Background: an optimization exercise with open tools, aiming at small area and a short achievable clock period. Do not read the settings as production practice. Power is estimated from default activity; no workload was simulated.

Design daisy_core, start of the top module:
module daisy_core (
    input  wire       clk,
    input  wire       rst,
    input  wire       op_valid,
    input  wire [3:0] op,
    output reg        cmd_ready,
    output reg        rx_active,
    output reg        hop_request,
    output reg        rdata_valid,
    output wire [7:0] rdata,
    output reg        radio_req,
    output wire       radio_channel,
    output reg        sink_byte_valid,
    output wire [7:0] sink_byte,
    output reg        sink_commit,
    output reg        sink_begin,
    output wire       sink_begin_chan
);
    localparam [2:0] PH_OFF      = 3'd0;
    localparam [2:0] PH_WAITPRE  = 3'd2;
    localparam [2:0] PH_WAITSTA  = 3'd3;
    localparam [2:0] PH_PREFETCH = 3'd4;
    localparam [2:0] PH_PAYLOAD  = 3'd5;
    localparam [2:0] PH_HOP      = 3'd6;
    localparam [2:0] ERR_NONE    = 3'd0;
    localparam [2:0] ERR_NOSTART = 3'd1;
    localparam [2:0] ERR_STUFF   = 3'd2;
    localparam [2:0] ERR_NOEND   = 3'd3;
    localparam [2:0] ERR_CRC     = 3'd4;
    reg [2:0]  phase;
    reg [15:0] win;
    reg [9:0]  cnt;
    reg [7:0]  acc;
    reg [15:0] crc;
    reg        flag_r, stuff_r;    
    reg        prev_e;
    reg        chan;
    reg [2:0]  err;
    reg [5:0]  tag;
    reg [5:0]  rd;
    assign rdata           = {2'b00, rd};
    assign radio_channel   = chan;
    assign sink_begin_chan = chan;
    assign sink_byte       = acc;
    wire        wp, ws, pf, pl, in_hop, fl0, fl1, pr0, pr1, hc0, hc1;
    wire        nostart, stuff_err, noend, take, pf_end, byte_end, crc_ok, cnt_en;
    wire [9:0]  cnt_inc;
    wire [15:0] crc_s;
    wire        flag_nx, stuff_nx;
    dc_cond u_cond (
        .phase(phase), .win(win), .cnt(cnt), .crc(crc), .prev_e(prev_e),
        .flag_r(flag_r), .stuff_r(stuff_r), .flag_nx(flag_nx), .stuff_nx(stuff_nx),
        .wp(wp), .ws(ws), .pf(pf), .pl(pl), .in_hop(in_hop),
        .fl0(fl0), .fl1(fl1), .pr0(pr0), .pr1(pr1), .hc0(hc0), .hc1(hc1),
        .nostart(nostart), .stuff_err(stuff_err), .noend(noend), .take(take),
  ...
Size: ~79 flip-flops, about 33 I/O pins, about 3600 um^2 of cells after synthesis.
clock: 3.5 ns
lec_check: 0
cap_margin: 20
core_margin: 2
core_utilization: 40
setup_slack_margin: 1.6
slew_margin: 20
standard.sh (not shown) runs the stock make flow with config.mk's settings and CLKGATE_MAP_FILE= SYNTH_SCRIPT=/design/flow/synth_recipe.tcl, a recipe that flattens the netlist after the stock synthesis.
==> flow/flow/run.sh <==
#!/bin/bash
# ORFS layout through the standard.sh, with these changes:
#  - synthesis may not use the slow many-input OR / NOR cells (added to the
#    platform's don't-use list);
#  - ports are buffered with buf_4 instead of the smallest buffer the resizer picks;
#  - timing repair may swap a cell for one with another footprint.
# Each tool's output goes to a log file of its own in this folder.
set -euo pipefail
BASE=$(make -s -C "$FLOW_HOME" DESIGN_CONFIG="$PWD/config.mk" WORK_HOME="$PWD/orfs" print-DONT_USE_CELLS 2>/dev/null \
       | sed -n 's/^DONT_USE_CELLS: //p' | tail -1)
SLOW=""
for c in or3_1 or3_2 or3_4 or3b_1 or3b_2 or3b_4 or4_1 or4_2 or4_4 or4b_1 or4b_2 or4b_4 \
         or4bb_1 or4bb_2 or4bb_4 nor4_1 nor4_2 nor4_4 nor4b_1 nor4b_2 nor4b_4 nor4bb_1 nor4bb_2 nor4bb_4; do
  SLOW="$SLOW sky130_fd_sc_hd__$c"
done
echo "DONT_USE_CELLS=$BASE $SLOW" > dont_use.log
bash standard.sh "DONT_USE_CELLS=$BASE $SLOW" synth > synth.log 2>&1
bash standard.sh "DONT_USE_CELLS=$BASE $SLOW" MATCH_CELL_FOOTPRINT=0 \
  "BUFFER_PORTS_ARGS=-buffer_cell sky130_fd_sc_hd__buf_4" finish > layout.log 2>&1
Edit:
--- a/flow/design.v
+++ b/flow/design.v
@@ -1,19 +1,15 @@
 module dc_cond (
     input  wire [2:0]  phase,
     input  wire [15:0] win,
     input  wire [9:0]  cnt,
     input  wire [15:0] crc,
     input  wire        prev_e,
-    input  wire        flag_r,         
-    input  wire        stuff_r,        
-    output wire        flag_nx,        
-    output wire        stuff_nx,       
     output wire        wp, ws, pf, pl, in_hop,
     output wire        fl0, fl1,       
     output wire        pr0, pr1,       
     output wire        hc0, hc1,       
     output wire        nostart,        
     output wire        stuff_err,      
     output wire        noend,          
     output wire        take,           
     output wire        pf_end,         
@@ -25,35 +21,33 @@
 );
     localparam [15:0] CRC_POLY     = 16'h8408;
     localparam [15:0] CRC_RESIDUAL = 16'hF0B8;
     assign wp     = (phase == 3'd2);
     assign ws     = (phase == 3'd3);
     assign pf     = (phase == 3'd4);
     assign pl     = (phase == 3'd5);
     assign in_hop = (phase == 3'd6);
     wire b         = win[8];
-    wire stuff_due = stuff_r;
+    wire stuff_due = &win[7:3];
     wire c7        = (cnt[2:0] == 3'd7);
-    wire flag_w = flag_r;
+    wire flag_w = (win[15:9] == 7'b1111110);
     wire pre_w  = (win[15:1] == 15'h5555) & (cnt[4] | (cnt[3:0] == 4'd15));
     wire hop_w  = cnt[4] | cnt[3] | (cnt[2] & (cnt[1] | cnt[0]));
-    assign flag_nx  = (win[15:10] == 6'b111110);
-    assign stuff_nx = &win[8:4];
     assign fl0 = flag_w & prev_e;
     assign fl1 = flag_w & ~prev_e;
     assign pr0 = pre_w & prev_e;
     assign pr1 = pre_w & ~prev_e;
     assign hc0 = hop_w & (~prev_e == win[15]);
     assign hc1 = hop_w & (prev_e == win[15]);
     assign nostart   = ws & (cnt[3:0] == 4'd15);
     assign stuff_err = pl & stuff_due & b;
     assign take      = pl & ~stuff_due;
-    assign noend     = take & (&cnt[9:2]);
+    assign noend     = take & (cnt == 10'd1020);
     assign pf_end    = pf & c7;
     assign byte_end  = take & c7;
     assign crc_s     = {1'b0, crc[15:1]} ^ ((b ^ crc[0]) ? CRC_POLY : 16'h0000);
     assign crc_ok    = stuff_due ? (crc == CRC_RESIDUAL) : (crc_s == CRC_RESIDUAL);
     assign cnt_en    = wp | ws | pf | take;
     assign cnt_inc   = cnt + 10'd1;
 endmodule
 module daisy_core (
     input  wire       clk,
@@ -83,36 +77,33 @@
     localparam [2:0] ERR_NOSTART = 3'd1;
     localparam [2:0] ERR_STUFF   = 3'd2;
     localparam [2:0] ERR_NOEND   = 3'd3;
     localparam [2:0] ERR_CRC     = 3'd4;
     reg [2:0]  phase;
     reg [15:0] win;
     reg [9:0]  cnt;
     reg [7:0]  acc;
     reg [15:0] crc;
-    reg        flag_r, stuff_r;    
     reg        prev_e;
     reg        chan;
     reg [2:0]  err;
     reg [5:0]  tag;
     reg [5:0]  rd;
     assign rdata           = {2'b00, rd};
     assign radio_channel   = chan;
     assign sink_begin_chan = chan;
     assign sink_byte       = acc;
     wire        wp, ws, pf, pl, in_hop, fl0, fl1, pr0, pr1, hc0, hc1;
     wire        nostart, stuff_err, noend, take, pf_end, byte_end, crc_ok, cnt_en;
     wire [9:0]  cnt_inc;
     wire [15:0] crc_s;
-    wire        flag_nx, stuff_nx;
     dc_cond u_cond (
         .phase(phase), .win(win), .cnt(cnt), .crc(crc), .prev_e(prev_e),
-        .flag_r(flag_r), .stuff_r(stuff_r), .flag_nx(flag_nx), .stuff_nx(stuff_nx),
         .wp(wp), .ws(ws), .pf(pf), .pl(pl), .in_hop(in_hop),
         .fl0(fl0), .fl1(fl1), .pr0(pr0), .pr1(pr1), .hc0(hc0), .hc1(hc1),
         .nostart(nostart), .stuff_err(stuff_err), .noend(noend), .take(take),
         .pf_end(pf_end), .byte_end(byte_end), .crc_ok(crc_ok), .cnt_en(cnt_en),
         .cnt_inc(cnt_inc), .crc_s(crc_s)
     );
     wire e      = op[0];
     wire is_bit = op_valid & (op[3:1] == 3'b000);
     wire done   = op_valid & (op == 4'h5) & ~cmd_ready;    
@@ -143,20 +134,18 @@
         if (stuff_err)      berr = ERR_STUFF;
         else if (pl & fl)   berr = crc_ok ? err : ERR_CRC;
         else if (noend)     berr = ERR_NOEND;
     end
     wire [2:0] phase_n = is_bit ? bphase : done ? PH_WAITPRE : stop ? PH_OFF : phase;
     wire       ready_n = done | (cmd_ready & ~(start | serv));
     always @(posedge clk) begin
         if (is_bit) begin
             win    <= {d, win[15:1]};
-            flag_r  <= d & flag_nx;
-            stuff_r <= stuff_nx;
             prev_e <= e;
         end
         if (is_bit & take) acc <= {win[8], acc[7:1]};
         if (is_bit & (take | pf_end)) crc <= pf_end ? 16'hFFFF : crc_s;
         if ((is_bit & clr) | done)  cnt <= 10'd0;
         else if (is_bit & cnt_en)   cnt <= cnt_inc;
         case (op[1:0])
             2'b00:   rd <= {3'd0, phase};
             2'b01:   rd <= {5'd0, chan};
Power went down by 8.2%.
Synthesized cell count does not change.
Clock power went down by 4.2%.
Final cell count went down by 2.9%.
Clock skew went up by 0.0041 ns.
Global-route usage went up by 0.61 points.
Maximum frequency went down by 2.1%.
Hold slack hardly moves.
Routed wire length went down by 4.2%.
Combinational power went down by 48%.
Clock-buffer cell count does not change.
Setup slack degrades by 0.040 ns.
Final area went down by 4.2%.
Flip-flop and latch count went down by 2.
No run of this note included a check of the RTL's function; only the layout flow was run.

==> re-timing with driven ports <==
In the flow no input, the clock included, has a driving cell. The finished layouts below were timed again as built, in two steps. Step 1 assumes that a clkbuf_16 drives the clock port and a buf_2 every other input. Step 2, shift: input delay + t, output delay - t, t = (earliest + latest rising clock arrival at the registers) / 2. This alone moves slack from input paths to output paths. Slacks: ideal ports / drivers / drivers and shift; pairs: ideal ports / drivers.
run | shift t [ns] | setup WS [ns] | worst setup path after step 2 | worst register clock-pin slew, ns
the first run | 0.386 | 1.603 / 1.603 / 1.254 | input to register | 0.08 / 0.08
the second run | 0.384 | 1.563 / 1.563 / 1.216 | input to register | 0.08 / 0.08
After both steps every run listed still meets setup and hold. For the first run, which loses most, drivers alone change the setup slack by 0.000 ns; drivers and shift together by -0.349 ns.
